Context: an optimization exercise on an open-source flow, tuned for small area, a short achievable clock period and few clock cycles. The choices shown serve that exercise and are no tape-out recipe.
No run shown here included a check of the RTL's function; only the layout flow was run.

==> flow/design.v (outline; a module is shown in full before it is edited, if it fits) <==
// module csum_codec: 1259 lines
// module csum_mdec: 32 lines
// module csum_fa: 10 lines
module csum_codec (
    input  wire         clk,
    input  wire         rst,
    input  wire         start,
    input  wire [31:0]  cmd,
    input  wire [7:0]   blen,
    input  wire [623:0] frame,
    output wire         ready,
    output reg          done,
    output wire [7:0]   status,
    output wire [15:0]  value
);
  // ...
==> flow/flow/run.sh <==
#!/bin/bash
# The standard layout, with the port buffers made as buf_1 cells (every
# input and output port still gets its own buffer).
set -euo pipefail
export BUFFER_PORTS_ARGS="-buffer_cell sky130_fd_sc_hd__buf_1"
bash standard.sh synth > synth.log 2>&1
bash standard.sh finish > layout.log 2>&1
==> flow/standard.sh <==
#!/bin/bash
# synth_recipe.tcl (not shown) runs the flow's synth.tcl, then flattens the netlist and writes it again
# the make line also repeats each setting of config.mk as NAME=value (left out here)
make -C /OpenROAD-flow-scripts/flow DESIGN_CONFIG=/design/flow/config.mk WORK_HOME=/design/flow/orfs CLKGATE_MAP_FILE= SYNTH_SCRIPT=/design/flow/synth_recipe.tcl "${@:-finish}"
==> flow/config.mk <==
export PLATFORM = sky130hd
export DESIGN_NAME = csum_codec
export DESIGN_NICKNAME = csum_codec
export VERILOG_FILES = /design/flow/design.v
export SDC_FILE = /design/flow/constraint.sdc
export NUM_CORES = 4
export LEC_CHECK = 0
export CAP_MARGIN = 20
export CORE_AREA = 10 10 250 250
export DIE_AREA = 0 0 260 260
export SETUP_SLACK_MARGIN = 2.5
export SLEW_MARGIN = 20
export SYNTH_HIERARCHICAL = 1
==> flow/constraint.sdc <==
create_clock -name core_clock -period 8.0 [get_ports {clk}]
set_input_delay 1.6000 -clock core_clock [delete_from_list [all_inputs] [get_ports {clk}]]
set_output_delay 1.6000 -clock core_clock [all_outputs]
set_load 0.01 [all_outputs]
==> flow_metrics.tcl, run 1 <==
set metrics [dict create \
    multiInputGateArea_mm2 0.0176 \
    antenna_found_initial 8 \
    ys_async_sr_fraction 0 \
    crit_chain "clkbuf_16 > clkbuf_16 > nor4_4 > buf_6 > nand2_2 > nand2_1 > fa_1 > fa_2 > fa_1 > fa_2 > fa_1 > fa_1" \
    postCtsResizedCells 225 \
    status "complete, no violations" \
    area_delta_synth_final_pct 30.6 \
    dr_wl_met3_mm 10.3 \
    dp.cells 3185 \
    synth.most_common_cell "fa_1" \
    maxCapViolations 0 \
    clockNetworkAreaShare 0.0119 \
    yosys_register_bits 71 \
    nFlopsAndLatches 71 \
    slew_headroom 0.302 \
    clock_skew_ns 0.0000270 \
    num-multi-input-gates 1563 \
    drtIter0Drc 1794 \
    required_ns 8.20 \
    drt-total-wl_mm 113 \
    tightest_slew_ns 1.04 \
    route.detailed.drc 0 \
    hold_path_class "flop to flop" \
    met3_usage 0.0818 \
    dp_hpwl_mm 104 \
    grt_pass1_vias 20400 \
    syn-mean-instance-area_um2 10.6 \
    multi_input_area_share 0.720 \
    die_w_um 260 \
    worst-path-stages 12 \
    fin_crit_ns 5.53 \
    synthAdderAreaFrac 0.644 \
    synth.area.top_cells "fa_1 (62%), nand2_1 (12%), dfxtp_1 (7.6%)" \
    min-delay-start "rdy" \
    synth_edf_count 0 \
    timing.critical_path.mode_cell "fa_1" \
    route.met2.wl_mm 54.1 \
    synth_area_mm2 0.0187 \
    path_class "input pin to flop" \
]
==> inputs of run 2 (changes only) <==
--- a/flow/design.v
+++ b/flow/design.v
@@ -16,91 +16,116 @@
     wire [31:0] len_field  = {frame[10*8 +: 8], frame[11*8 +: 8],
                               frame[12*8 +: 8], frame[13*8 +: 8]};
     wire cmd_legal = (cmd[31:8] == 24'd0) &&
                      (cmd[7:0] == 8'h01 || cmd[7:0] == 8'h02);
     wire runt      = (blen < HDR_BYTES);
     wire oversize  = (len_field > MAX_PAYLOAD);
     wire truncated = ({1'b0, blen} < (9'd14 + {2'b00, len_field[6:0]}));
     wire frame_bad = runt || oversize || truncated;
-    wire [63:0] ml, mh;
-    csum_mdec mdec_l (.len7(frame[13*8 +: 7]), .m(ml));
-    csum_mdec mdec_h (.len7(frame[13*8 +: 7]), .m(mh));
+    wire [6:0] len7 = frame[13*8 +: 7];
+    wire [7:0] hgt, lgt;
+    assign hgt[0] = len7[6] | len7[5] | len7[4] | len7[3];
+    assign hgt[1] = len7[6] | len7[5] | len7[4];
+    assign hgt[2] = len7[6] | len7[5] | (len7[3] & len7[4]);
+    assign hgt[3] = len7[6] | len7[5];
+    assign hgt[4] = len7[6] | (len7[4] & len7[5]) | (len7[3] & len7[5]);
+    assign hgt[5] = len7[6] | (len7[4] & len7[5]);
+    assign hgt[6] = len7[6] | (len7[3] & len7[5] & len7[4]);
+    assign hgt[7] = len7[6];
+    assign lgt[0] = len7[2] | len7[1] | len7[0];
+    assign lgt[1] = len7[2] | len7[1];
+    assign lgt[2] = len7[2] | (len7[0] & len7[1]);
+    assign lgt[3] = len7[2];
+    assign lgt[4] = (len7[1] & len7[2]) | (len7[0] & len7[2]);
+    assign lgt[5] = (len7[1] & len7[2]);
+    assign lgt[6] = (len7[0] & len7[2] & len7[1]);
+    assign lgt[7] = 1'b0;
+    wire [63:0] m;
     genvar gi;
+    generate
+        for (gi = 0; gi < 64; gi = gi + 1) begin : g_mask
+            if (gi < 8) begin : g_lo
+                assign m[gi] = hgt[0] | lgt[gi];
+            end else begin : g_hi
+                assign m[gi] = hgt[gi / 8] | (hgt[gi / 8 - 1] & lgt[gi % 8]);
+            end
+        end
+    endgenerate
     reg  [511:0] pn;
     integer j;
     always @(*)
         for (j = 0; j < 64; j = j + 1)
-            pn[8*j +: 8] = ~(frame[8*(14+j) +: 8] & {{4{mh[j]}}, {4{ml[j]}}});
+            pn[8*j +: 8] = ~(frame[8*(14+j) +: 8] & {8{m[j]}});
     wire ff_in = (csum_field == 16'hFFFF);
     wire [15:0] fvn = (cmd[1] && !ff_in) ? ~csum_field : 16'hFFFF;
     wire hs0, hc0;
-    csum_fa hfa0 (.a(frame[24]), .b(frame[40]), .c(frame[56]), .s(hs0), .co(hc0));
+    csum_fa hfa0 (.a(frame[104]), .b(frame[24]), .c(frame[40]), .s(hs0), .co(hc0));
     wire hs1, hc1;
-    csum_fa hfa1 (.a(frame[25]), .b(frame[41]), .c(frame[57]), .s(hs1), .co(hc1));
+    csum_fa hfa1 (.a(frame[105]), .b(frame[25]), .c(frame[41]), .s(hs1), .co(hc1));
     wire hs2, hc2;
-    csum_fa hfa2 (.a(frame[10]), .b(frame[26]), .c(frame[42]), .s(hs2), .co(hc2));
+    csum_fa hfa2 (.a(frame[106]), .b(frame[10]), .c(frame[26]), .s(hs2), .co(hc2));
     wire hs3, hc3;
-    csum_fa hfa3 (.a(frame[11]), .b(frame[27]), .c(frame[43]), .s(hs3), .co(hc3));
+    csum_fa hfa3 (.a(frame[107]), .b(frame[11]), .c(frame[27]), .s(hs3), .co(hc3));
     wire hs4, hc4;
-    csum_fa hfa4 (.a(frame[12]), .b(frame[28]), .c(frame[44]), .s(hs4), .co(hc4));
+    csum_fa hfa4 (.a(frame[108]), .b(frame[12]), .c(frame[28]), .s(hs4), .co(hc4));
     wire hs5, hc5;
-    csum_fa hfa5 (.a(frame[13]), .b(frame[29]), .c(frame[45]), .s(hs5), .co(hc5));
+    csum_fa hfa5 (.a(frame[109]), .b(frame[13]), .c(frame[29]), .s(hs5), .co(hc5));
     wire hs6, hc6;
-    csum_fa hfa6 (.a(frame[14]), .b(frame[30]), .c(frame[46]), .s(hs6), .co(hc6));
+    csum_fa hfa6 (.a(frame[110]), .b(frame[14]), .c(frame[30]), .s(hs6), .co(hc6));
     wire hs7, hc7;
-    csum_fa hfa7 (.a(frame[15]), .b(frame[31]), .c(frame[47]), .s(hs7), .co(hc7));
+    csum_fa hfa7 (.a(frame[111]), .b(frame[15]), .c(frame[31]), .s(hs7), .co(hc7));
     wire hs8, hc8;
     csum_fa hfa8 (.a(frame[0]), .b(frame[16]), .c(frame[32]), .s(hs8), .co(hc8));
     wire hs9, hc9;
     csum_fa hfa9 (.a(frame[17]), .b(frame[1]), .c(frame[33]), .s(hs9), .co(hc9));
     wire hs10, hc10;
     csum_fa hfa10 (.a(frame[18]), .b(frame[2]), .c(frame[34]), .s(hs10), .co(hc10));
     wire hs11, hc11;
     csum_fa hfa11 (.a(frame[19]), .b(frame[35]), .c(frame[3]), .s(hs11), .co(hc11));
     wire hs12, hc12;
-    csum_fa hfa12 (.a(frame[20]), .b(frame[36]), .c(frame[4]), .s(hs12), .co(hc12));
+    csum_fa hfa12 (.a(frame[100]), .b(frame[20]), .c(frame[36]), .s(hs12), .co(hc12));
     wire hs13, hc13;
-    csum_fa hfa13 (.a(frame[21]), .b(frame[37]), .c(frame[53]), .s(hs13), .co(hc13));
+    csum_fa hfa13 (.a(frame[101]), .b(frame[21]), .c(frame[37]), .s(hs13), .co(hc13));
     wire hs14, hc14;
-    csum_fa hfa14 (.a(frame[22]), .b(frame[38]), .c(frame[54]), .s(hs14), .co(hc14));
+    csum_fa hfa14 (.a(frame[102]), .b(frame[22]), .c(frame[38]), .s(hs14), .co(hc14));
     wire hs15, hc15;
-    csum_fa hfa15 (.a(frame[23]), .b(frame[39]), .c(frame[55]), .s(hs15), .co(hc15));
+    csum_fa hfa15 (.a(frame[103]), .b(frame[23]), .c(frame[39]), .s(hs15), .co(hc15));
     wire hs16, hc16;
-    csum_fa hfa16 (.a(frame[8]), .b(frame[104]), .c(hc15), .s(hs16), .co(hc16));
+    csum_fa hfa16 (.a(frame[56]), .b(frame[8]), .c(hc15), .s(hs16), .co(hc16));
     wire hs17, hc17;
-    csum_fa hfa17 (.a(frame[9]), .b(frame[105]), .c(hc0), .s(hs17), .co(hc17));
+    csum_fa hfa17 (.a(frame[57]), .b(frame[9]), .c(hc0), .s(hs17), .co(hc17));
     wire hs18, hc18;
-    csum_fa hfa18 (.a(frame[58]), .b(frame[106]), .c(hc1), .s(hs18), .co(hc18));
+    csum_fa hfa18 (.a(frame[42]), .b(frame[58]), .c(hc1), .s(hs18), .co(hc18));
     wire hs19, hc19;
-    csum_fa hfa19 (.a(frame[59]), .b(frame[107]), .c(hc2), .s(hs19), .co(hc19));
+    csum_fa hfa19 (.a(frame[43]), .b(frame[59]), .c(hc2), .s(hs19), .co(hc19));
     wire hs20, hc20;
-    csum_fa hfa20 (.a(frame[60]), .b(frame[108]), .c(hc3), .s(hs20), .co(hc20));
+    csum_fa hfa20 (.a(frame[44]), .b(frame[60]), .c(hc3), .s(hs20), .co(hc20));
     wire hs21, hc21;
-    csum_fa hfa21 (.a(frame[61]), .b(frame[109]), .c(hc4), .s(hs21), .co(hc21));
+    csum_fa hfa21 (.a(frame[45]), .b(frame[61]), .c(hc4), .s(hs21), .co(hc21));
     wire hs22, hc22;
-    csum_fa hfa22 (.a(frame[62]), .b(frame[110]), .c(hc5), .s(hs22), .co(hc22));
+    csum_fa hfa22 (.a(frame[46]), .b(frame[62]), .c(hc5), .s(hs22), .co(hc22));
     wire hs23, hc23;
-    csum_fa hfa23 (.a(frame[63]), .b(frame[111]), .c(hc6), .s(hs23), .co(hc23));
+    csum_fa hfa23 (.a(frame[47]), .b(frame[63]), .c(hc6), .s(hs23), .co(hc23));
     wire hs24, hc24;
     csum_fa hfa24 (.a(frame[48]), .b(frame[96]), .c(hc7), .s(hs24), .co(hc24));
     wire hs25, hc25;
     csum_fa hfa25 (.a(frame[49]), .b(frame[97]), .c(hc8), .s(hs25), .co(hc25));
     wire hs26, hc26;
     csum_fa hfa26 (.a(frame[50]), .b(frame[98]), .c(hc9), .s(hs26), .co(hc26));
     wire hs27, hc27;
     csum_fa hfa27 (.a(frame[51]), .b(frame[99]), .c(hc10), .s(hs27), .co(hc27));
     wire hs28, hc28;
-    csum_fa hfa28 (.a(frame[52]), .b(frame[100]), .c(hc11), .s(hs28), .co(hc28));
+    csum_fa hfa28 (.a(frame[4]), .b(frame[52]), .c(hc11), .s(hs28), .co(hc28));
     wire hs29, hc29;
-    csum_fa hfa29 (.a(frame[5]), .b(frame[101]), .c(hc12), .s(hs29), .co(hc29));
+    csum_fa hfa29 (.a(frame[53]), .b(frame[5]), .c(hc12), .s(hs29), .co(hc29));
     wire hs30, hc30;
-    csum_fa hfa30 (.a(frame[6]), .b(frame[102]), .c(hc13), .s(hs30), .co(hc30));
+    csum_fa hfa30 (.a(frame[54]), .b(frame[6]), .c(hc13), .s(hs30), .co(hc30));
     wire hs31, hc31;
-    csum_fa hfa31 (.a(frame[7]), .b(frame[103]), .c(hc14), .s(hs31), .co(hc31));
+    csum_fa hfa31 (.a(frame[55]), .b(frame[7]), .c(hc14), .s(hs31), .co(hc31));
     wire hs32, hc32;
     csum_fa hfa32 (.a(hs0), .b(hc31), .c(hs16), .s(hs32), .co(hc32));
     wire hs33, hc33;
     csum_fa hfa33 (.a(hs1), .b(hc16), .c(hs17), .s(hs33), .co(hc33));
     wire hs34, hc34;
     csum_fa hfa34 (.a(hs2), .b(hc17), .c(hs18), .s(hs34), .co(hc34));
     wire hs35, hc35;
     csum_fa hfa35 (.a(hs3), .b(hc18), .c(hs19), .s(hs35), .co(hc35));
@@ -1086,214 +1111,183 @@
     csum_fa tfa509 (.a(tc471), .b(ts472), .c(ts473), .s(ts509), .co(tc509));
     wire ts510, tc510;
     csum_fa tfa510 (.a(tc472), .b(tc473), .c(tc474), .s(ts510), .co(tc510));
     wire ts511, tc511;
     csum_fa tfa511 (.a(tc475), .b(ts476), .c(ts477), .s(ts511), .co(tc511));
     wire ts512, tc512;
     csum_fa tfa512 (.a(ts418), .b(ts419), .c(tc510), .s(ts512), .co(tc512));
     wire ts513, tc513;
-    csum_fa tfa513 (.a(tc511), .b(ts480), .c(ts481), .s(ts513), .co(tc513));
+    csum_fa tfa513 (.a(ts422), .b(ts423), .c(tc480), .s(ts513), .co(tc513));
     wire ts514, tc514;
-    csum_fa tfa514 (.a(ts422), .b(ts423), .c(tc480), .s(ts514), .co(tc514));
+    csum_fa tfa514 (.a(ts426), .b(ts427), .c(tc482), .s(ts514), .co(tc514));
     wire ts515, tc515;
-    csum_fa tfa515 (.a(tc481), .b(ts482), .c(ts483), .s(ts515), .co(tc515));
+    csum_fa tfa515 (.a(ts430), .b(ts431), .c(tc484), .s(ts515), .co(tc515));
     wire ts516, tc516;
-    csum_fa tfa516 (.a(ts426), .b(ts427), .c(tc482), .s(ts516), .co(tc516));
+    csum_fa tfa516 (.a(ts434), .b(ts435), .c(tc486), .s(ts516), .co(tc516));
     wire ts517, tc517;
-    csum_fa tfa517 (.a(tc483), .b(ts484), .c(ts485), .s(ts517), .co(tc517));
+    csum_fa tfa517 (.a(ts438), .b(ts439), .c(tc488), .s(ts517), .co(tc517));
     wire ts518, tc518;
-    csum_fa tfa518 (.a(ts430), .b(ts431), .c(tc484), .s(ts518), .co(tc518));
+    csum_fa tfa518 (.a(ts442), .b(ts443), .c(tc490), .s(ts518), .co(tc518));
     wire ts519, tc519;
-    csum_fa tfa519 (.a(tc485), .b(ts486), .c(ts487), .s(ts519), .co(tc519));
+    csum_fa tfa519 (.a(ts446), .b(ts447), .c(tc492), .s(ts519), .co(tc519));
     wire ts520, tc520;
-    csum_fa tfa520 (.a(ts434), .b(ts435), .c(tc486), .s(ts520), .co(tc520));
+    csum_fa tfa520 (.a(ts450), .b(ts451), .c(tc494), .s(ts520), .co(tc520));
     wire ts521, tc521;
-    csum_fa tfa521 (.a(tc487), .b(ts488), .c(ts489), .s(ts521), .co(tc521));
+    csum_fa tfa521 (.a(ts454), .b(ts455), .c(tc496), .s(ts521), .co(tc521));
     wire ts522, tc522;
-    csum_fa tfa522 (.a(ts438), .b(ts439), .c(tc488), .s(ts522), .co(tc522));
+    csum_fa tfa522 (.a(ts458), .b(ts459), .c(tc498), .s(ts522), .co(tc522));
     wire ts523, tc523;
-    csum_fa tfa523 (.a(tc489), .b(ts490), .c(ts491), .s(ts523), .co(tc523));
+    csum_fa tfa523 (.a(ts462), .b(ts463), .c(tc500), .s(ts523), .co(tc523));
     wire ts524, tc524;
-    csum_fa tfa524 (.a(ts442), .b(ts443), .c(tc490), .s(ts524), .co(tc524));
+    csum_fa tfa524 (.a(ts466), .b(ts467), .c(tc502), .s(ts524), .co(tc524));
     wire ts525, tc525;
-    csum_fa tfa525 (.a(tc491), .b(ts492), .c(ts493), .s(ts525), .co(tc525));
+    csum_fa tfa525 (.a(ts470), .b(ts471), .c(tc504), .s(ts525), .co(tc525));
     wire ts526, tc526;
-    csum_fa tfa526 (.a(ts446), .b(ts447), .c(tc492), .s(ts526), .co(tc526));
+    csum_fa tfa526 (.a(ts474), .b(ts475), .c(tc506), .s(ts526), .co(tc526));
     wire ts527, tc527;
-    csum_fa tfa527 (.a(tc493), .b(ts494), .c(ts495), .s(ts527), .co(tc527));
-    wire ts528, tc528;
-    csum_fa tfa528 (.a(ts450), .b(ts451), .c(tc494), .s(ts528), .co(tc528));
-    wire ts529, tc529;
-    csum_fa tfa529 (.a(tc495), .b(ts496), .c(ts497), .s(ts529), .co(tc529));
-    wire ts530, tc530;
-    csum_fa tfa530 (.a(ts454), .b(ts455), .c(tc496), .s(ts530), .co(tc530));
-    wire ts531, tc531;
-    csum_fa tfa531 (.a(tc497), .b(ts498), .c(ts499), .s(ts531), .co(tc531));
-    wire ts532, tc532;
-    csum_fa tfa532 (.a(ts458), .b(ts459), .c(tc498), .s(ts532), .co(tc532));
-    wire ts533, tc533;
-    csum_fa tfa533 (.a(tc499), .b(ts500), .c(ts501), .s(ts533), .co(tc533));
-    wire ts534, tc534;
-    csum_fa tfa534 (.a(ts462), .b(ts463), .c(tc500), .s(ts534), .co(tc534));
-    wire ts535, tc535;
-    csum_fa tfa535 (.a(tc501), .b(ts502), .c(ts503), .s(ts535), .co(tc535));
-    wire ts536, tc536;
-    csum_fa tfa536 (.a(ts466), .b(ts467), .c(tc502), .s(ts536), .co(tc536));
-    wire ts537, tc537;
-    csum_fa tfa537 (.a(tc503), .b(ts504), .c(ts505), .s(ts537), .co(tc537));
-    wire ts538, tc538;
-    csum_fa tfa538 (.a(ts470), .b(ts471), .c(tc504), .s(ts538), .co(tc538));
-    wire ts539, tc539;
-    csum_fa tfa539 (.a(tc505), .b(ts506), .c(ts507), .s(ts539), .co(tc539));
-    wire ts540, tc540;
-    csum_fa tfa540 (.a(ts474), .b(ts475), .c(tc506), .s(ts540), .co(tc540));
-    wire ts541, tc541;
-    csum_fa tfa541 (.a(tc507), .b(ts508), .c(ts509), .s(ts541), .co(tc541));
-    wire ts542, tc542;
-    csum_fa tfa542 (.a(ts478), .b(ts479), .c(tc508), .s(ts542), .co(tc542));
-    wire ts543, tc543;
-    csum_fa tfa543 (.a(tc509), .b(ts510), .c(ts511), .s(ts543), .co(tc543));
-    reg [63:0] rq;
+    csum_fa tfa527 (.a(ts478), .b(ts479), .c(tc508), .s(ts527), .co(tc527));
+    reg [79:0] rq;
     reg mode_c, mode_v, ff, st_ill, st_inv, rdy;
     always @(posedge clk) begin
-        rq     <= {ts543, ts542, tc541, tc540, ts541, ts540, tc539, tc538, ts539, ts538, tc537, tc536, ts537, ts536, tc535, tc534, ts535, ts534, tc533, tc532, ts533, ts532, tc531, tc530, ts531, ts530, tc529, tc528, ts529, ts528, tc527, tc526, ts527, ts526, tc525, tc524, ts525, ts524, tc523, tc522, ts523, ts522, tc521, tc520, ts521, ts520, tc519, tc518, ts519, ts518, tc517, tc516, ts517, ts516, tc515, tc514, ts515, ts514, tc513, tc512, ts513, ts512, tc543, tc542};
+        rq     <= {ts527, tc526, ts511, ts510, tc509, ts526, tc525, ts509, ts508, tc507, ts525, tc524, ts507, ts506, tc505, ts524, tc523, ts505, ts504, tc503, ts523, tc522, ts503, ts502, tc501, ts522, tc521, ts501, ts500, tc499, ts521, tc520, ts499, ts498, tc497, ts520, tc519, ts497, ts496, tc495, ts519, tc518, ts495, ts494, tc493, ts518, tc517, ts493, ts492, tc491, ts517, tc516, ts491, ts490, tc489, ts516, tc515, ts489, ts488, tc487, ts515, tc514, ts487, ts486, tc485, ts514, tc513, ts485, ts484, tc483, ts513, tc512, ts483, ts482, tc481, ts512, tc527, ts481, ts480, tc511};
         mode_c <= cmd_legal && !frame_bad && !cmd[1];
         mode_v <= cmd_legal && !frame_bad &&  cmd[1];
         ff     <= ff_in;
         st_ill <= !cmd_legal;
         st_inv <= cmd_legal && frame_bad && !cmd[1];
         if (rst) begin
             done <= 1'b0;
             rdy  <= 1'b0;
         end else begin
             done <= start && rdy;
             rdy  <= 1'b1;
         end
     end
     assign ready = rdy;
+    wire us528, uc528;
+    csum_fa ufa528 (.a(rq[0]), .b(rq[1]), .c(rq[2]), .s(us528), .co(uc528));
+    wire us529, uc529;
+    csum_fa ufa529 (.a(rq[5]), .b(rq[6]), .c(rq[7]), .s(us529), .co(uc529));
+    wire us530, uc530;
+    csum_fa ufa530 (.a(rq[10]), .b(rq[11]), .c(rq[12]), .s(us530), .co(uc530));
+    wire us531, uc531;
+    csum_fa ufa531 (.a(rq[15]), .b(rq[16]), .c(rq[17]), .s(us531), .co(uc531));
+    wire us532, uc532;
+    csum_fa ufa532 (.a(rq[20]), .b(rq[21]), .c(rq[22]), .s(us532), .co(uc532));
+    wire us533, uc533;
+    csum_fa ufa533 (.a(rq[25]), .b(rq[26]), .c(rq[27]), .s(us533), .co(uc533));
+    wire us534, uc534;
+    csum_fa ufa534 (.a(rq[30]), .b(rq[31]), .c(rq[32]), .s(us534), .co(uc534));
+    wire us535, uc535;
+    csum_fa ufa535 (.a(rq[35]), .b(rq[36]), .c(rq[37]), .s(us535), .co(uc535));
+    wire us536, uc536;
+    csum_fa ufa536 (.a(rq[40]), .b(rq[41]), .c(rq[42]), .s(us536), .co(uc536));
+    wire us537, uc537;
+    csum_fa ufa537 (.a(rq[45]), .b(rq[46]), .c(rq[47]), .s(us537), .co(uc537));
+    wire us538, uc538;
+    csum_fa ufa538 (.a(rq[50]), .b(rq[51]), .c(rq[52]), .s(us538), .co(uc538));
+    wire us539, uc539;
+    csum_fa ufa539 (.a(rq[55]), .b(rq[56]), .c(rq[57]), .s(us539), .co(uc539));
+    wire us540, uc540;
+    csum_fa ufa540 (.a(rq[60]), .b(rq[61]), .c(rq[62]), .s(us540), .co(uc540));
+    wire us541, uc541;
+    csum_fa ufa541 (.a(rq[65]), .b(rq[66]), .c(rq[67]), .s(us541), .co(uc541));
+    wire us542, uc542;
+    csum_fa ufa542 (.a(rq[70]), .b(rq[71]), .c(rq[72]), .s(us542), .co(uc542));
+    wire us543, uc543;
+    csum_fa ufa543 (.a(rq[75]), .b(rq[76]), .c(rq[77]), .s(us543), .co(uc543));
     wire us544, uc544;
-    csum_fa ufa544 (.a(rq[0]), .b(rq[1]), .c(rq[2]), .s(us544), .co(uc544));
+    csum_fa ufa544 (.a(rq[3]), .b(rq[4]), .c(uc543), .s(us544), .co(uc544));
     wire us545, uc545;
-    csum_fa ufa545 (.a(rq[4]), .b(rq[5]), .c(rq[6]), .s(us545), .co(uc545));
+    csum_fa ufa545 (.a(rq[8]), .b(rq[9]), .c(uc528), .s(us545), .co(uc545));
     wire us546, uc546;
-    csum_fa ufa546 (.a(rq[10]), .b(rq[11]), .c(rq[8]), .s(us546), .co(uc546));
+    csum_fa ufa546 (.a(rq[13]), .b(rq[14]), .c(uc529), .s(us546), .co(uc546));
     wire us547, uc547;
-    csum_fa ufa547 (.a(rq[12]), .b(rq[13]), .c(rq[14]), .s(us547), .co(uc547));
+    csum_fa ufa547 (.a(rq[18]), .b(rq[19]), .c(uc530), .s(us547), .co(uc547));
     wire us548, uc548;
-    csum_fa ufa548 (.a(rq[16]), .b(rq[17]), .c(rq[18]), .s(us548), .co(uc548));
+    csum_fa ufa548 (.a(rq[23]), .b(rq[24]), .c(uc531), .s(us548), .co(uc548));
     wire us549, uc549;
-    csum_fa ufa549 (.a(rq[20]), .b(rq[21]), .c(rq[22]), .s(us549), .co(uc549));
+    csum_fa ufa549 (.a(rq[28]), .b(rq[29]), .c(uc532), .s(us549), .co(uc549));
     wire us550, uc550;
-    csum_fa ufa550 (.a(rq[24]), .b(rq[25]), .c(rq[26]), .s(us550), .co(uc550));
+    csum_fa ufa550 (.a(rq[33]), .b(rq[34]), .c(uc533), .s(us550), .co(uc550));
     wire us551, uc551;
-    csum_fa ufa551 (.a(rq[28]), .b(rq[29]), .c(rq[30]), .s(us551), .co(uc551));
+    csum_fa ufa551 (.a(rq[38]), .b(rq[39]), .c(uc534), .s(us551), .co(uc551));
     wire us552, uc552;
-    csum_fa ufa552 (.a(rq[32]), .b(rq[33]), .c(rq[34]), .s(us552), .co(uc552));
+    csum_fa ufa552 (.a(rq[43]), .b(rq[44]), .c(uc535), .s(us552), .co(uc552));
     wire us553, uc553;
-    csum_fa ufa553 (.a(rq[36]), .b(rq[37]), .c(rq[38]), .s(us553), .co(uc553));
+    csum_fa ufa553 (.a(rq[48]), .b(rq[49]), .c(uc536), .s(us553), .co(uc553));
     wire us554, uc554;
-    csum_fa ufa554 (.a(rq[40]), .b(rq[41]), .c(rq[42]), .s(us554), .co(uc554));
+    csum_fa ufa554 (.a(rq[53]), .b(rq[54]), .c(uc537), .s(us554), .co(uc554));
     wire us555, uc555;
-    csum_fa ufa555 (.a(rq[44]), .b(rq[45]), .c(rq[46]), .s(us555), .co(uc555));
+    csum_fa ufa555 (.a(rq[58]), .b(rq[59]), .c(uc538), .s(us555), .co(uc555));
     wire us556, uc556;
-    csum_fa ufa556 (.a(rq[48]), .b(rq[49]), .c(rq[50]), .s(us556), .co(uc556));
+    csum_fa ufa556 (.a(rq[63]), .b(rq[64]), .c(uc539), .s(us556), .co(uc556));
     wire us557, uc557;
-    csum_fa ufa557 (.a(rq[52]), .b(rq[53]), .c(rq[54]), .s(us557), .co(uc557));
+    csum_fa ufa557 (.a(rq[68]), .b(rq[69]), .c(uc540), .s(us557), .co(uc557));
     wire us558, uc558;
-    csum_fa ufa558 (.a(rq[56]), .b(rq[57]), .c(rq[58]), .s(us558), .co(uc558));
+    csum_fa ufa558 (.a(rq[73]), .b(rq[74]), .c(uc541), .s(us558), .co(uc558));
     wire us559, uc559;
-    csum_fa ufa559 (.a(rq[60]), .b(rq[61]), .c(rq[62]), .s(us559), .co(uc559));
+    csum_fa ufa559 (.a(rq[78]), .b(rq[79]), .c(uc542), .s(us559), .co(uc559));
     wire us560, uc560;
-    csum_fa ufa560 (.a(rq[3]), .b(uc559), .c(us544), .s(us560), .co(uc560));
+    csum_fa ufa560 (.a(us528), .b(uc559), .c(us544), .s(us560), .co(uc560));
     wire us561, uc561;
-    csum_fa ufa561 (.a(rq[7]), .b(uc544), .c(us545), .s(us561), .co(uc561));
+    csum_fa ufa561 (.a(us529), .b(uc544), .c(us545), .s(us561), .co(uc561));
     wire us562, uc562;
-    csum_fa ufa562 (.a(rq[9]), .b(uc545), .c(us546), .s(us562), .co(uc562));
+    csum_fa ufa562 (.a(us530), .b(uc545), .c(us546), .s(us562), .co(uc562));
     wire us563, uc563;
-    csum_fa ufa563 (.a(rq[15]), .b(uc546), .c(us547), .s(us563), .co(uc563));
+    csum_fa ufa563 (.a(us531), .b(uc546), .c(us547), .s(us563), .co(uc563));
     wire us564, uc564;
-    csum_fa ufa564 (.a(rq[19]), .b(uc547), .c(us548), .s(us564), .co(uc564));
+    csum_fa ufa564 (.a(us532), .b(uc547), .c(us548), .s(us564), .co(uc564));
     wire us565, uc565;
-    csum_fa ufa565 (.a(rq[23]), .b(uc548), .c(us549), .s(us565), .co(uc565));
+    csum_fa ufa565 (.a(us533), .b(uc548), .c(us549), .s(us565), .co(uc565));
     wire us566, uc566;
-    csum_fa ufa566 (.a(rq[27]), .b(uc549), .c(us550), .s(us566), .co(uc566));
+    csum_fa ufa566 (.a(us534), .b(uc549), .c(us550), .s(us566), .co(uc566));
     wire us567, uc567;
-    csum_fa ufa567 (.a(rq[31]), .b(uc550), .c(us551), .s(us567), .co(uc567));
+    csum_fa ufa567 (.a(us535), .b(uc550), .c(us551), .s(us567), .co(uc567));
     wire us568, uc568;
-    csum_fa ufa568 (.a(rq[35]), .b(uc551), .c(us552), .s(us568), .co(uc568));
+    csum_fa ufa568 (.a(us536), .b(uc551), .c(us552), .s(us568), .co(uc568));
     wire us569, uc569;
-    csum_fa ufa569 (.a(rq[39]), .b(uc552), .c(us553), .s(us569), .co(uc569));
+    csum_fa ufa569 (.a(us537), .b(uc552), .c(us553), .s(us569), .co(uc569));
     wire us570, uc570;
-    csum_fa ufa570 (.a(rq[43]), .b(uc553), .c(us554), .s(us570), .co(uc570));
+    csum_fa ufa570 (.a(us538), .b(uc553), .c(us554), .s(us570), .co(uc570));
     wire us571, uc571;
-    csum_fa ufa571 (.a(rq[47]), .b(uc554), .c(us555), .s(us571), .co(uc571));
+    csum_fa ufa571 (.a(us539), .b(uc554), .c(us555), .s(us571), .co(uc571));
     wire us572, uc572;
-    csum_fa ufa572 (.a(rq[51]), .b(uc555), .c(us556), .s(us572), .co(uc572));
+    csum_fa ufa572 (.a(us540), .b(uc555), .c(us556), .s(us572), .co(uc572));
     wire us573, uc573;
-    csum_fa ufa573 (.a(rq[55]), .b(uc556), .c(us557), .s(us573), .co(uc573));
+    csum_fa ufa573 (.a(us541), .b(uc556), .c(us557), .s(us573), .co(uc573));
     wire us574, uc574;
-    csum_fa ufa574 (.a(rq[59]), .b(uc557), .c(us558), .s(us574), .co(uc574));
+    csum_fa ufa574 (.a(us542), .b(uc557), .c(us558), .s(us574), .co(uc574));
     wire us575, uc575;
-    csum_fa ufa575 (.a(rq[63]), .b(uc558), .c(us559), .s(us575), .co(uc575));
+    csum_fa ufa575 (.a(us543), .b(uc558), .c(us559), .s(us575), .co(uc575));
     wire [15:0] a = {uc574, uc573, uc572, uc571, uc570, uc569, uc568, uc567, uc566, uc565, uc564, uc563, uc562, uc561, uc560, us560};
     wire [15:0] b = {us575, us574, us573, us572, us571, us570, us569, us568, us567, us566, us565, us564, us563, us562, us561, uc575};
-    wire [15:0] g0 = a & b;
-    wire [15:0] p0 = a ^ b;
+    wire [15:0] A = ~a;
+    wire [15:0] B = ~b;
+    wire [15:0] g0 = A & B;
+    wire [15:0] p0 = A ^ B;
     wire [15:0] g1, p1, g2, p2, g3, p3, g4;
     generate
         for (gi = 0; gi < 16; gi = gi + 1) begin : g_eac
             assign g1[gi] = g0[gi] | (p0[gi] & g0[(gi + 15) % 16]);
             assign p1[gi] = p0[gi] & p0[(gi + 15) % 16];
             assign g2[gi] = g1[gi] | (p1[gi] & g1[(gi + 14) % 16]);
             assign p2[gi] = p1[gi] & p1[(gi + 14) % 16];
             assign g3[gi] = g2[gi] | (p2[gi] & g2[(gi + 12) % 16]);
             assign p3[gi] = p2[gi] & p2[(gi + 12) % 16];
             assign g4[gi] = g3[gi] | (p3[gi] & g3[(gi + 8) % 16]);
         end
     endgenerate
-    wire [15:0] t = p0 ^ {g4[14:0], g4[15]};
+    wire [15:0] sum = p0 ^ {g4[14:0], g4[15]};
     wire zero = &rq;
-    wire s0   = (&p0) | (&g0) | ~|(a | b);
-    wire ok   = ff ? zero : (!zero && s0);
-    assign value  = mode_c ? (s0 ? {16{zero}} : t) : {15'd0, mode_v & ok};
+    wire ok   = ff ? zero : (!zero && ((&p0) | (&g0)));
+    assign value  = mode_c ? (zero ? 16'hFFFF : ~sum) : {15'd0, mode_v & ok};
     assign status = {2'b00, st_ill, st_inv, 3'b000, st_inv};
 endmodule
-module csum_mdec (
-    input  wire [6:0]  len7,
-    output wire [63:0] m
-);
-    wire [7:0] hgt, lgt;
-    assign hgt[0] = len7[6] | len7[5] | len7[4] | len7[3];
-    assign hgt[1] = len7[6] | len7[5] | len7[4];
-    assign hgt[2] = len7[6] | len7[5] | (len7[3] & len7[4]);
-    assign hgt[3] = len7[6] | len7[5];
-    assign hgt[4] = len7[6] | (len7[4] & len7[5]) | (len7[3] & len7[5]);
-    assign hgt[5] = len7[6] | (len7[4] & len7[5]);
-    assign hgt[6] = len7[6] | (len7[3] & len7[5] & len7[4]);
-    assign hgt[7] = len7[6];
-    assign lgt[0] = len7[2] | len7[1] | len7[0];
-    assign lgt[1] = len7[2] | len7[1];
-    assign lgt[2] = len7[2] | (len7[0] & len7[1]);
-    assign lgt[3] = len7[2];
-    assign lgt[4] = (len7[1] & len7[2]) | (len7[0] & len7[2]);
-    assign lgt[5] = (len7[1] & len7[2]);
-    assign lgt[6] = (len7[0] & len7[2] & len7[1]);
-    assign lgt[7] = 1'b0;
-    genvar gi;
-    generate
-        for (gi = 0; gi < 64; gi = gi + 1) begin : g_mask
-            if (gi < 8) begin : g_lo
-                assign m[gi] = hgt[0] | lgt[gi];
-            end else begin : g_hi
-                assign m[gi] = hgt[gi / 8] | (hgt[gi / 8 - 1] & lgt[gi % 8]);
-            end
-        end
-    endgenerate
-endmodule
 module csum_fa (
     input  wire a,
     input  wire b,
     input  wire c,
     output wire s,
     output wire co
 );
     assign s  = a ^ b ^ c;
==> flow/config.mk (replaced) <==
export PLATFORM = sky130hd
export DESIGN_NAME = csum_codec
export DESIGN_NICKNAME = csum_codec
export VERILOG_FILES = /design/flow/design.v
export SDC_FILE = /design/flow/constraint.sdc
export NUM_CORES = 4
export LEC_CHECK = 0
export CAP_MARGIN = 20
export CORE_AREA = 10 10 250 250
export DIE_AREA = 0 0 260 260
export SETUP_SLACK_MARGIN = 2.0
export SLEW_MARGIN = 20
export SYNTH_HIERARCHICAL = 1
==> run 2 against run 1 <==
Effect of this change:
- largest cell class unchanged
- via count down 3.7%
- clock-buffer cell count unchanged
- still clean on timing, DRC and antenna
==> flow_metrics.tcl, run 2 <==
set metrics [dict create \
    status "complete, no violations" \
    seq_area_frac_synth 0.0961 \
    die-height_um 260 \
    finalSetupViolations 0 \
    yosys-top-cells-count "fa_1 (576), nand2_1 (563), dfxtp_1 (87)" \
    area_delta_synth_final_pct 22.6 \
    route.detailed.drc 0 \
    drive_gt1_frac 0.0424 \
    drtIter0Drc 2325 \
    pin_count 693 \
    multiInputGateArea_mm2 0.0160 \
    netlist.area_leader.share 0.636 \
    end_kind "flop" \
    via_count 17200 \
    antenna_found_initial 24 \
    max_freq_mhz 169 \
    ys_async_sr_fraction 0 \
    fin_crit_ns 5.91 \
    hold_path_class "flop to flop" \
    yosysTopAreaCell "fa_1" \
    path_class "input pin to flop" \
    core_region_area_mm2 0.0567 \
    regArea_mm2 0.00174 \
    track_usage 0.305 \
    start_kind "input pin" \
    io_buffer_count 687 \
    dr.pass1.iters 5 \
    maxCapViolations 0 \
    synth.most_common_cell "fa_1" \
    clk_pin_slew_ns 0.08 \
    cts_buffers 9 \
    vias_per_cell 5.47 \
    nets 3646 \
    layout.cells.most_common "buf_1" \
    cts.sinks 87 \
    ys.flop_type "dfxtp_1" \
    dp_hpwl_mm 93.7 \
    netlist_instances 1681 \
    dieArea_mm2 0.0676 \
    grt_overflow 0 \
    synth.area.top_cells "fa_1 (64%), nand2_1 (12%), dfxtp_1 (9.6%)" \
    antenna_left 0 \
    grt_max_degree 21 \
    largest_reg_flops 80 \
    grt_pass1_vias 19600 \
    synth_area_mm2 0.0181 \
    start_util 0.320 \
    cp_max_fo 13 \
    maxSlewViolCount 0 \
    ys_warn_count 7 \
    largest_register "rq" \
    cts_tree "built" \
    reg2reg_depth 1 \
    n_fill_cell 5789 \
    fin_ws_ns 2.09 \
    clockRootBuffer "clkbuf_16" \
    fin_setup_tns_ns 0 \
    rsz0062_at_grt "false" \
    grt_pass1_wl_mm 144 \
    clock_path_buffers 2 \
    htree_levels 3 \
    cp.arrival_ns 6.17 \
    hold_buffers 0 \
    required_ns 8.25 \
    final_cell_mix "buf_1 (680), fa_1 (576), nand2_1 (561)" \
    ys_types 47 \
    tightest_slew_ns 1.12 \
    min_period_over_period 0.739 \
    syn-mean-instance-area_um2 10.8 \
    clk_latency_ns 0.36 \
    finalHoldViolations 0 \
    routabilityCongestion 1.05 \
    slew_headroom 0.251 \
    num_rows 87 \
    drt-total-wl_mm 105 \
    pre_cts_ws_ns 1.26 \
    drt-wirelength-per-cell_um 33.5 \
    clock_skew_ns 0.0000373 \
    yosys_register_bits 87 \
    holdPathStages 1 \
    synth_edf_count 0 \
    die_w_um 260 \
]
[run 2: changes by cell type in the layout (fill, tap and decap cells not counted), sizes merged, moves of 13 or more]
cell    previous run  this run
buf              787       724
o21ai             88        59
dfxtp             71        87
o21a               0        15
ha                40        26
o211ai            14         0
a21oi             54        41
[run 2: modules after synthesis (local to each module, per instance)]
| module | copies in the design | cells inside | cell area (um^2) |
|---|---|---|---|
| csum_codec | 1 | 1105 | 6600 |
| csum_fa | 576 | 1 | 20.0 |
[run 2: what timing repair did]
action                     in CTS  in global routing
pin swaps                       1                  0
resized for setup              24                 16
gates cloned                    0                  0
buffers inserted                1                  0
setup endpoints to repair      38                 30
[run 2: layout make-up]
cell class	count	share of cell area
Multi-Input combinational cell	1479	0.721
Tap cell	756	0.0426
Inverter	74	0.0128
Timing Repair Buffer	726	0.130
Antenna cell	11	0.00124
Sequential cell	87	0.0784
Clock buffer	9	0.0101
Clock inverter	7	0.00405
[run 2: cell families (layout without fill, tap and decap cells)]
logic type               after synthesis  after routing  share of synthesized area
AND/OR/NAND/NOR                      707            707                      0.164
adder cells (fa/ha/maj)              602            602                      0.654
AO/OA/AOI/OAI                        143            143                     0.0458
buffers and inverters                119            816                     0.0290
flip-flops                            87             87                     0.0961
XOR/XNOR                              21             21                     0.0101
other                                  1             16                   0.000207
multiplexers                           1              1                   0.000552
[run 2: worst paths after layout]
path              startpoint  slack (ns)     end
setup / recovery  frame[108]        2.09  rq[59]
hold / removal           rdy        0.49    done
setup reg to reg         rdy        7.46    done
hold reg to reg          rdy        0.49    done
[run 2: worst max-delay path, stage by stage]
cell,delay (ns)
buf_2,0.30
clkinv_2,0.26
nand2_2,0.33
nor2_4,0.11
nand2_2,0.28
or2_4,0.32
nand2_1,0.12
fa_1,0.63
fa_1,0.47
fa_1,0.44
fa_1,0.46
fa_1,0.41
fa_1,0.43
[run 2: metal layers]
metal,part of all wire,track usage
met5,0.00086,0
met4,0.033,0.0900
met3,0.11,0.0791
met2,0.46,0.483
met1,0.40,0.405
[run 2: through the flow]
stage | cell area (um^2) | utilization | instances | hold slack [ns]
2_1_floorplan | 18100 | - | 1685 | 0.506
3_3_place_gp | 21700 | 0.383 | 3121 | 0.459
3_5_place_dp | 21700 | 0.383 | 3121 | 0.479
4_1_cts | 22100 | 0.390 | 3138 | 0.491
5_1_grt | 22200 | 0.392 | 3144 | 0.504
6_report | 22200 | 0.392 | 3149 | 0.487
==> inputs of run 3 (changes only) <==
--- a/flow/config.mk
+++ b/flow/config.mk
@@ -10,3 +10,3 @@
 export DIE_AREA = 0 0 260 260
-export SETUP_SLACK_MARGIN = 2.0
+export SETUP_SLACK_MARGIN = 2.5
 export SLEW_MARGIN = 20
==> run 3 against run 2 <==
Effect of this change:
- sequential share of layout area shrank 0.42 points
- hold slack lost 0.0083 ns
- register-to-register slack is essentially flat
- setup slack gained 0.44 ns
- highest routed layer unchanged
- fmax grew 8.0%
==> flow_metrics.tcl, run 3 <==
set metrics [dict create \
    yosys-top-cells-count "fa_1 (576), nand2_1 (563), dfxtp_1 (87)" \
    dr.pass1.iters 6 \
    finalSetupViolations 0 \
    ys_async_sr_fraction 0 \
    finalHoldViolations 0 \
    min-delay-start "rdy" \
    synth.area.top_cells "fa_1 (64%), nand2_1 (12%), dfxtp_1 (9.6%)" \
    antenna_found_initial 23 \
    ys_types 47 \
    holdPathStages 1 \
    start_util 0.320 \
    largest_register "rq" \
    dieArea_mm2 0.0676 \
    io_buffer_count 687 \
    largest_reg_flops 80 \
    yosysTopAreaCell "fa_1" \
    hold_path_class "flop to flop" \
    synth_area_mm2 0.0181 \
    rsz0062_at_grt "true" \
    antenna_left 0 \
    route.met2.wl_mm 50.6 \
    pin_count 693 \
    synth_edf_count 0 \
    htree_levels 3 \
    grt_pass1_wl_mm 145 \
    clk_latency_ns 0.35 \
    hold_end "done" \
    ys.flop_type "dfxtp_1" \
    die_w_um 260 \
    maxSlewViolCount 0 \
    drt-wirelength-per-cell_um 33.4 \
    clk_pin_slew_ns 0.07 \
    clock_skew_ns 0.00000314 \
    end_kind "flop" \
    dr_wl_met3_mm 11.8 \
    area_delta_synth_final_pct 30.5 \
    syn-mean-instance-area_um2 10.8 \
    cp_max_fo 28 \
    cp.arrival_ns 5.71 \
    cts_buffers 9 \
    seq_area_frac_synth 0.0961 \
    clockRootBuffer "clkbuf_16" \
    max_freq_mhz 183 \
    drt-total-wl_mm 107 \
    grt_pass1_vias 20000 \
    vias_per_cell 5.43 \
    n_fill_cell 5611 \
    fin_setup_tns_ns 0 \
    slew_headroom 0.244 \
    netlist_instances 1681 \
    drt-met1-wl_mm 40.4 \
    drtIter0Drc 1858 \
    clock_path_buffers 2 \
    cts.sinks 87 \
    reg2reg_depth 1 \
    final_cell_mix "buf_1 (677), nand2_1 (544), fa_1 (525)" \
    whs_ns 0.478 \
    min_period_over_period 0.685 \
    cts_tree "built" \
    path_class "input pin to flop" \
    num_rows 87 \
    synth.most_common_cell "fa_1" \
    top_layer_used "met5" \
    route.detailed.drc 0 \
    rrSetupSlack_ns 7.46 \
    core_region_area_mm2 0.0567 \
    yosys_register_bits 87 \
    drive_gt1_frac 0.121 \
    grt_overflow 0 \
    die-height_um 260 \
    required_ns 8.23 \
    dp_hpwl_mm 93.6 \
    status "complete, no violations" \
    track_usage 0.307 \
    tightest_slew_ns 1.12 \
    fin_crit_ns 5.48 \
    layout.cells.most_common "buf_1" \
    grt_max_degree 29 \
    netlist.area_leader.share 0.636 \
    start_kind "input pin" \
    routabilityCongestion 1.01 \
    via_count 17300 \
    r2r-start "rdy" \
    nets 3692 \
    maxCapViolations 0 \
    ys_warn_count 7 \
    r2r_end "done" \
]
## run 3: cell counts after synthesis
Identical to the previous run, type by type.
## run 3: critical path, stage by stage
cell and delay (ns):
buf_8 0.24, nor2_4 0.09, buf_4 0.21, buf_4 0.18
o21ai_4 0.39, nand2_1 0.13, fa_1 0.41, fa_1 0.50
fa_1 0.52, fa_1 0.50, fa_1 0.47, fa_1 0.44
## run 3: through the flow
step           utilization  worst slack [ns]  instance area (um^2)  instances
2_1_floorplan            -              2.48                 18300       1685
3_3_place_gp         0.384             0.955                 21800       3105
3_5_place_dp         0.385              1.14                 21800       3105
4_1_cts              0.406              2.50                 23100       3153
5_1_grt              0.417              2.43                 23700       3190
6_report             0.417              2.52                 23700       3193
## run 3: worst max path at each step
stage	from	to	slack (ns)	cells after the start
after global placement	frame[109]	rq[39]	0.95	10
after detailed placement	frame[107]	rq[39]	1.14	10
after global routing	rq[0]	value[12]	2.43	12
after CTS	frame[106]	rq[14]	2.50	14
after floorplan	frame[106]	rq[64]	2.48	14
final	frame[110]	rq[39]	2.52	12
## run 3: area by class of cell
type                            count  area [um^2]  area share
Multi-Input combinational cell   1479        16800       0.710
Timing Repair Buffer              772         3550       0.150
Sequential cell                    87         1750      0.0741
Tap cell                          756          946      0.0400
Inverter                           74          304      0.0128
Clock buffer                        9          225     0.00952
Clock inverter                      7         66.3     0.00280
Antenna cell                        9         22.5    0.000952
## run 3: modules after synthesis, one instance, submodules excluded
module	flops+latches	cells	area (um^2)
csum_codec	87	1105	6600
csum_fa	0	1	20.0
## run 3: timing repair
item | 4_1_cts | 5_1_grt
setup endpoints to repair | 96 | 47
gates resized for setup | 111 | 91
pin swaps | 22 | 34
setup buffers | 32 | 31
hold buffers | 0 | 0
## run 3: cells by family after synthesis
kind of cell             share of synthesized area
AO/OA/AOI/OAI                               0.0458
XOR/XNOR                                    0.0101
adder cells (fa/ha/maj)                      0.654
buffers and inverters                       0.0290
flip-flops                                  0.0961
multiplexers                              0.000552
other                                     0.000207
AND/OR/NAND/NOR                              0.164
## run 3: layer usage
layer  global-route usage  vias up
li1                     -     6812
met5                    0        -
met1                0.378     9056
met4               0.0970       28
met2                0.504     1229
met3               0.0986      215

## what the ideal ports hide
How much do the figures lean on ideal ports? The routed layouts below were timed once more, with nothing changed but the port constraints. Step 1: set_driving_cell puts a clkbuf_16 on clk and a buf_2 on each other input, an assumption about the parent block. Step 2 moves the port delays by t, midway between the first and last clock arrival at a register: inputs arrive t later, outputs are due t later. That takes back most of the time a late clock gives input paths. Slacks: ideal / step 1 / step 2; pairs: ideal / step 1.
| run | t (ns) | setup WS [ns] | worst register clock-pin slew, ns | worst data-port slew with drivers (ns) | pins driven straight from the clock port |
|---|---|---|---|---|---|
| run 1 | 0.390 | 2.468 / 2.346 / 1.956 | 0.08 / 0.08 | 0.21 | 1 |
| run 2 | 0.408 | 2.086 / 2.097 / 1.696 | 0.08 / 0.08 | 0.30 | 1 |
| run 3 | 0.400 | 2.523 / 2.514 / 2.114 | 0.07 / 0.07 | 0.14 | 1 |
After both steps setup and hold are still met in every run listed. For run 1, which loses most, drivers alone change the setup slack by -0.122 ns; drivers and shift together by -0.512 ns.
